What follows belongs to an exercise in optimizing a design on an open flow for small area, a short achievable clock period and few clock cycles per item; a production flow would make more cautious choices. Where RTL was checked, it was by simulation tests only, not by an equivalence proof against the original. Power and IR drop assume default switching activity.

== sierra ==
## ranging_code_gen
module ranging_code_gen (
    input  wire        clk,
    input  wire        rst,
    input  wire        cmd_valid,
    output wire        cmd_ready,
    input  wire [1:0]  cmd_mode,    
    input  wire [13:0] cmd_arg,     
    input  wire [13:0] cmd_p,       
    input  wire [13:0] cmd_len,     
    output reg         chip_valid,
    output reg         chip
);
    localparam [14:0] N_M = 15'd10243;
    localparam [14:0] N_S = 15'd3607;
    localparam [12:0] H_M = 13'd5121;    
    localparam [12:0] H_S = 13'd1803;
    reg        st_gold;
    reg        st_wset;
    reg        st_wrun;
    reg        ready_q;     
    reg        sub;         
    reg [13:0] rem;
    reg        rem1;        
    reg [14:0] x;
    reg [14:0] y;
    reg [3:0]  sc;
    reg        d_init;
    reg        d_addy;
    reg        d_fold;
    reg        d_c1;
    reg        d_c2;
    reg        d_pass;
    reg        d_end;
    reg        fz;          
    reg        wd;          
    reg        wh;          
    reg [10:0] mask;        
    reg [11:0] l_idx;
    reg        l_sg;
    reg        rom_r;       
    reg        sg_r;        
    reg        fz_r;
    reg        leg_ph;      
    reg        leg_a;       
    wire emit = st_gold | (st_wrun & leg_ph);
    wire last = emit & rem1;
    assign cmd_ready = ready_q;
    wire acc  = cmd_valid & ready_q;
    wire len_nz  = (cmd_len != 14'd0);
    wire gold_nx = acc ? (~cmd_mode[1] & len_nz) : (st_gold & ~last);
    wire wset_nx = acc ? (cmd_mode[1] & len_nz) : (st_wset & ~d_end);
    wire wrun_nx = acc ? 1'b0 : ((st_wrun & ~last) | (st_wset & d_end));
  ...
For scale: roughly 1700 cells after synthesis, ~95 flip-flops, ~50 I/O pins, ~10000 um2 of cells after synthesis.
Settings: LEC_CHECK=0, ABC_AREA=1, CAP_MARGIN=20, CELL_PAD_IN_SITES_DETAIL_PLACEMENT=1, CELL_PAD_IN_SITES_GLOBAL_PLACEMENT=1, CORE_MARGIN=2, CORE_UTILIZATION=35, PLACE_DENSITY=0.45, SETUP_SLACK_MARGIN=4.5, SLEW_MARGIN=20; clock period 8.0 ns.
standard.sh (not shown) runs the stock make flow with config.mk's settings and CLKGATE_MAP_FILE= SYNTH_SCRIPT=/design/flow/synth_recipe.tcl, a recipe that flattens the netlist after the stock synthesis.
==> flow/flow/run.sh <==
#!/bin/bash
# The standard layout (standard.sh), with the port buffers that global placement
# inserts on every input and output made plain buffers (buf_2) instead of the
# default delay-buffer cell.
set -euo pipefail
export BUFFER_PORTS_ARGS="-buffer_cell sky130_fd_sc_hd__buf_2"
bash standard.sh > standard.log 2>&1
Testbench counts of sierra, summed over its fixed seeds: cycles 16,758, chips 14,062.
Changes in raven relative to sierra:
--- a/flow/design.v
+++ b/flow/design.v
@@ -2187,15 +2187,13 @@
     reg        fz;          
     reg        wd;          
     reg        wh;          
     reg [10:0] mask;        
     reg [11:0] l_idx;
     reg        l_sg;
-    reg        rom_r;       
-    reg        sg_r;        
-    reg        fz_r;
+    reg        leg_q;       
     reg        leg_ph;      
     reg        leg_a;       
     wire emit = st_gold | (st_wrun & leg_ph);
     wire last = emit & rem1;
     assign cmd_ready = ready_q;
     wire acc  = cmd_valid & ready_q;
@@ -2249,15 +2247,21 @@
     integer     d;
     always @(*) begin
         pg = {ad_a & ad_b, ad_c};
         pp = {ad_a ^ ad_b, 1'b0};
         for (d = 0; d < 4; d = d + 1)
             for (i = 0; i < 16; i = i + 1)
-                if ((i >> d) & 1) begin
-                    pg[i] = pg[i] | (pp[i] & pg[((i >> (d + 1)) << (d + 1)) + (1 << d) - 1]);
-                    pp[i] = pp[i] & pp[((i >> (d + 1)) << (d + 1)) + (1 << d) - 1];
+                if (((i + 1) % (2 << d)) == 0) begin
+                    pg[i] = pg[i] | (pp[i] & pg[i - (1 << d)]);
+                    pp[i] = pp[i] & pp[i - (1 << d)];
+                end
+        for (d = 2; d >= 0; d = d - 1)
+            for (i = 0; i < 16; i = i + 1)
+                if (((i + 1) % (2 << d)) == (1 << d) && i >= (2 << d)) begin
+                    pg[i] = pg[i] | (pp[i] & pg[i - (1 << d)]);
+                    pp[i] = pp[i] & pp[i - (1 << d)];
                 end
         ad_s = {pg[15], (ad_a ^ ad_b) ^ pg[14:0]};
     end
     reg         x_gt_h;
     integer     j;
     always @(*) begin
@@ -2266,13 +2270,13 @@
             x_gt_h = hh[j] ? (x[j] & x_gt_h) : (x[j] | x_gt_h);
         x_gt_h = x[13] | x_gt_h;
     end
     wire        keep_x  = (op_red & ~ad_s[15]) | (op_fold & ~x_gt_h);
     wire        y_top   = st_wset ? (d_fold | ad_s[14]) : (wd | wh);
     wire [14:0] y_load  = (cmd_mode == 2'd0) ? 15'h02AA : {1'b0, cmd_arg};
-    wire [14:0] y_gold  = {x[14:13], g2[11:0], g2_fb};
+    wire [14:0] y_gold  = {y[14:13], g2[11:0], g2_fb};
     wire [14:0] y_other = ready_q ? y_load : (st_gold ? y_gold : x);
     wire        use_sum = ~ready_q & ~st_gold & ~keep_x;
     wire [14:0] y_d     = use_sum ? {y_top, ad_s[13:0]} : y_other;
     wire [3:0] sc_nx = ready_q ? 4'd0 : sc + 4'd1;
     reg  [13:0] rem_dec;
     reg         rem_b;
@@ -2294,13 +2298,13 @@
     wire [12:0] sm  = sb[0] ? sb :
                       sb[1] ? {1'd0, sb[12:1]} :
                       sb[2] ? {2'd0, sb[12:2]} : {3'd0, sb[12:3]};
     wire        t_odd = ~sb[0] & (sb[1] | ~sb[2]);    
     wire rom_q;
     rcg_legrom u_rom (.a({sub, l_idx}), .q(rom_q));
-    wire leg_q = ~fz_r & (rom_r ^ sg_r);   
+    wire leg = ~fz & (rom_q ^ l_sg);
     always @(posedge clk) begin
         if (rst) begin
             st_gold    <= 1'b0;
             st_wset    <= 1'b0;
             st_wrun    <= 1'b0;
             ready_q    <= 1'b1;
@@ -2333,15 +2337,13 @@
             x <= y;
         l_idx  <= sm[12:1];
         fz     <= (yv == 13'd0);
         wd     <= y[14] & (yv != 13'd0);
         wh     <= ~y[14] & (yv == hh);
         l_sg   <= y[14] ^ (~sub & t_odd);
-        rom_r  <= rom_q;
-        sg_r   <= l_sg;
-        fz_r   <= fz;
+        leg_q  <= leg;
         leg_ph <= lph_nx;
         leg_a  <= leg_q;
         if (ready_q) begin
             sub   <= cmd_mode[0];
             rem   <= cmd_len;
             x     <= cmd_mode[1] ? {1'b0, cmd_p} : (cmd_mode[0] ? 15'h1FFF : 15'h02AA);
## What came out
Taking sierra as the reference, in raven width of the die now sits lower, met2 usage in global routing climbed 4.4 points, fraction of power spent switching nets has increased, area share of xor/xnor cells in the synthesized design level.
Diff sierra and raven: synthesized netlist net count lower in raven
Diff sierra -> raven: cell count after synthesis went down, signed area change from the synthesized netlist to the final layout went up by 3.0 points, average routed wire per standard cell saw an increase.
Full die area, raven vs sierra: down by a few percent
No functional check of the RTL was part of raven.

========
Another version of the RTL of ranging_code_gen (not shown whole).
Size in the first run: about 82 flip-flops, ~50 I/O pins.
// ranging_code_gen
module ranging_code_gen (
    input  wire        clk,
    input  wire        rst,
    input  wire        cmd_valid,
    output wire        cmd_ready,
    input  wire [1:0]  cmd_mode,    
    input  wire [13:0] cmd_arg,     
    input  wire [13:0] cmd_p,       
    input  wire [13:0] cmd_len,     
    output reg         chip_valid,
    output reg         chip
);
export LEC_CHECK = 0
export ABC_AREA = 1
export CAP_MARGIN = 20
export CELL_PAD_IN_SITES_DETAIL_PLACEMENT = 1
export CELL_PAD_IN_SITES_GLOBAL_PLACEMENT = 1
export CORE_MARGIN = 2
export CORE_UTILIZATION = 35
export PLACE_DENSITY = 0.45
export SETUP_SLACK_MARGIN = 5
export SLEW_MARGIN = 20
create_clock -name core_clock -period 8.0 [get_ports {clk}]
run.sh (not shown) runs the stock make flow with config.mk's settings and CLKGATE_MAP_FILE= SYNTH_SCRIPT=/design/flow/synth_recipe.tcl, a recipe that flattens the netlist after the stock synthesis.
Stock flow here: none of the scripts above is used.
Next try:
--- a/flow/design.v
+++ b/flow/design.v
@@ -2260,27 +2260,31 @@
                     pp[i] = pp[i] & pp[i - (1 << d)];
                 end
         ad_s = {pg[15], (ad_a ^ ad_b) ^ pg[14:0]};
     end
     reg         x_gt_h;
     integer     j;
     always @(*) begin
         x_gt_h = 1'b0;
         for (j = 0; j < 13; j = j + 1)
             x_gt_h = hh[j] ? (x[j] & x_gt_h) : (x[j] | x_gt_h);
         x_gt_h = x[13] | x_gt_h;
     end
-    wire        keep_x = (op_red & ~ad_s[15]) | (op_fold & ~x_gt_h);
-    wire        y_top  = st_wset ? (d_fold | ad_s[14]) : (wd | wh);
-    wire [14:0] y_nx   = keep_x ? x : {y_top, ad_s[13:0]};
+    wire        keep_x  = (op_red & ~ad_s[15]) | (op_fold & ~x_gt_h);
+    wire        y_top   = st_wset ? (d_fold | ad_s[14]) : (wd | wh);
+    wire [14:0] y_load  = (cmd_mode == 2'd0) ? 15'h02AA : {1'b0, cmd_arg};
+    wire [14:0] y_gold  = {y[14:13], g2[11:0], g2_fb};
+    wire [14:0] y_other = ready_q ? y_load : (st_gold ? y_gold : x);
+    wire        use_sum = ~ready_q & ~st_gold & ~keep_x;
+    wire [14:0] y_d     = use_sum ? {y_top, ad_s[13:0]} : y_other;
     wire [3:0] sc_nx = ready_q ? 4'd0 : sc + 4'd1;
     reg  [13:0] rem_dec;
     reg         rem_b;
     integer     n;
     always @(*) begin
         rem_b = 1'b1;
         for (n = 0; n < 14; n = n + 1) begin
             rem_dec[n] = rem[n] ^ rem_b;
             rem_b      = rem_b & ~rem[n];
         end
     end
     wire [12:0] yv  = y[12:0];
@@ -2316,38 +2320,35 @@
         chip <= st_gold ? gold_chip : (leg_a ^ leg_q);
         rem1 <= rem1_nx;
         if (emit)
             rem <= rem_dec;
         sc     <= sc_nx;
         d_init <= (sc_nx == 4'd0);
         d_addy <= (sc_nx == 4'd7);
         d_fold <= (sc_nx == 4'd8) | (sc_nx == 4'd11);
         d_c1   <= (sc_nx == 4'd1) | (sc_nx == 4'd2);
         d_c2   <= (sc_nx == 4'd3) | (sc_nx == 4'd4);
         d_pass <= (sc_nx == 4'd10);
         d_end  <= (sc_nx == 4'd11);
-        if (st_gold) begin
+        y <= y_d;
+        if (st_gold)
             x <= {y[14:13], g1_rl ? 13'h1FFF : {g1[11:0], g1_fb}};
-            y <= {y_nx[14:13], g2[11:0], g2_fb};
-        end else begin
+        else
             x <= y;
-            y <= y_nx;
-        end
         if (~st_gold) begin
             l_idx <= sm[12:1];
         end
         fz     <= (yv == 13'd0);
         wd     <= y[14] & (yv != 13'd0);
         wh     <= ~y[14] & (yv == hh);
         l_sg   <= y[14] ^ (~sub & t_odd);
         leg_q  <= leg;
         leg_ph <= lph_nx;
         leg_a  <= leg_q;
         if (ready_q) begin
             sub   <= cmd_mode[0];
             rem   <= cmd_len;
             x     <= cmd_mode[1] ? {1'b0, cmd_p} : (cmd_mode[0] ? 15'h1FFF : 15'h02AA);
-            y     <= (cmd_mode == 2'd0) ? 15'h02AA : {1'b0, cmd_arg};
             l_idx <= {1'b0, cmd_arg[10:0]};
         end
     end
 endmodule
After rerunning: The new run completed without violations; register-to-register slack degrades by 0.10 ns; critical path depth stays the same; global-route usage barely changes; sequential power stays flat; flip-flop and latch count stays the same; final area goes up by 0.51%; routed wire length increases by 1.3%.
No functional check of the RTL was part of any run of this note.

==> re-timing with driven ports <==
The results above use ideal ports. As a check the final layouts listed here were re-extracted and re-timed, cells and wires unchanged. Step 1: set_driving_cell puts a clkbuf_16 on clk and a buf_2 on each other input, an assumption about the parent block. Step 2 times the ports against the registers' clock, not the clock port: input delays grow and output delays shrink by t, the midpoint of the rising clock arrivals with the driver on. Three values: ideal ports, drivers, drivers and shift; two values: the first two.
run | shift t [ns] | slack for setup (ns) | worst setup path after step 2
sierra | 0.407 | 4.519 / 4.519 / 4.519 | register to register
raven | 0.414 | 4.363 / 4.363 / 4.363 | register to register
the first run of note 2 | 0.392 | 4.605 / 4.605 / 4.605 | register to register
the second run of note 2 | 0.398 | 4.503 / 4.503 / 4.503 | register to register
After both steps setup and hold are still met in every run listed.
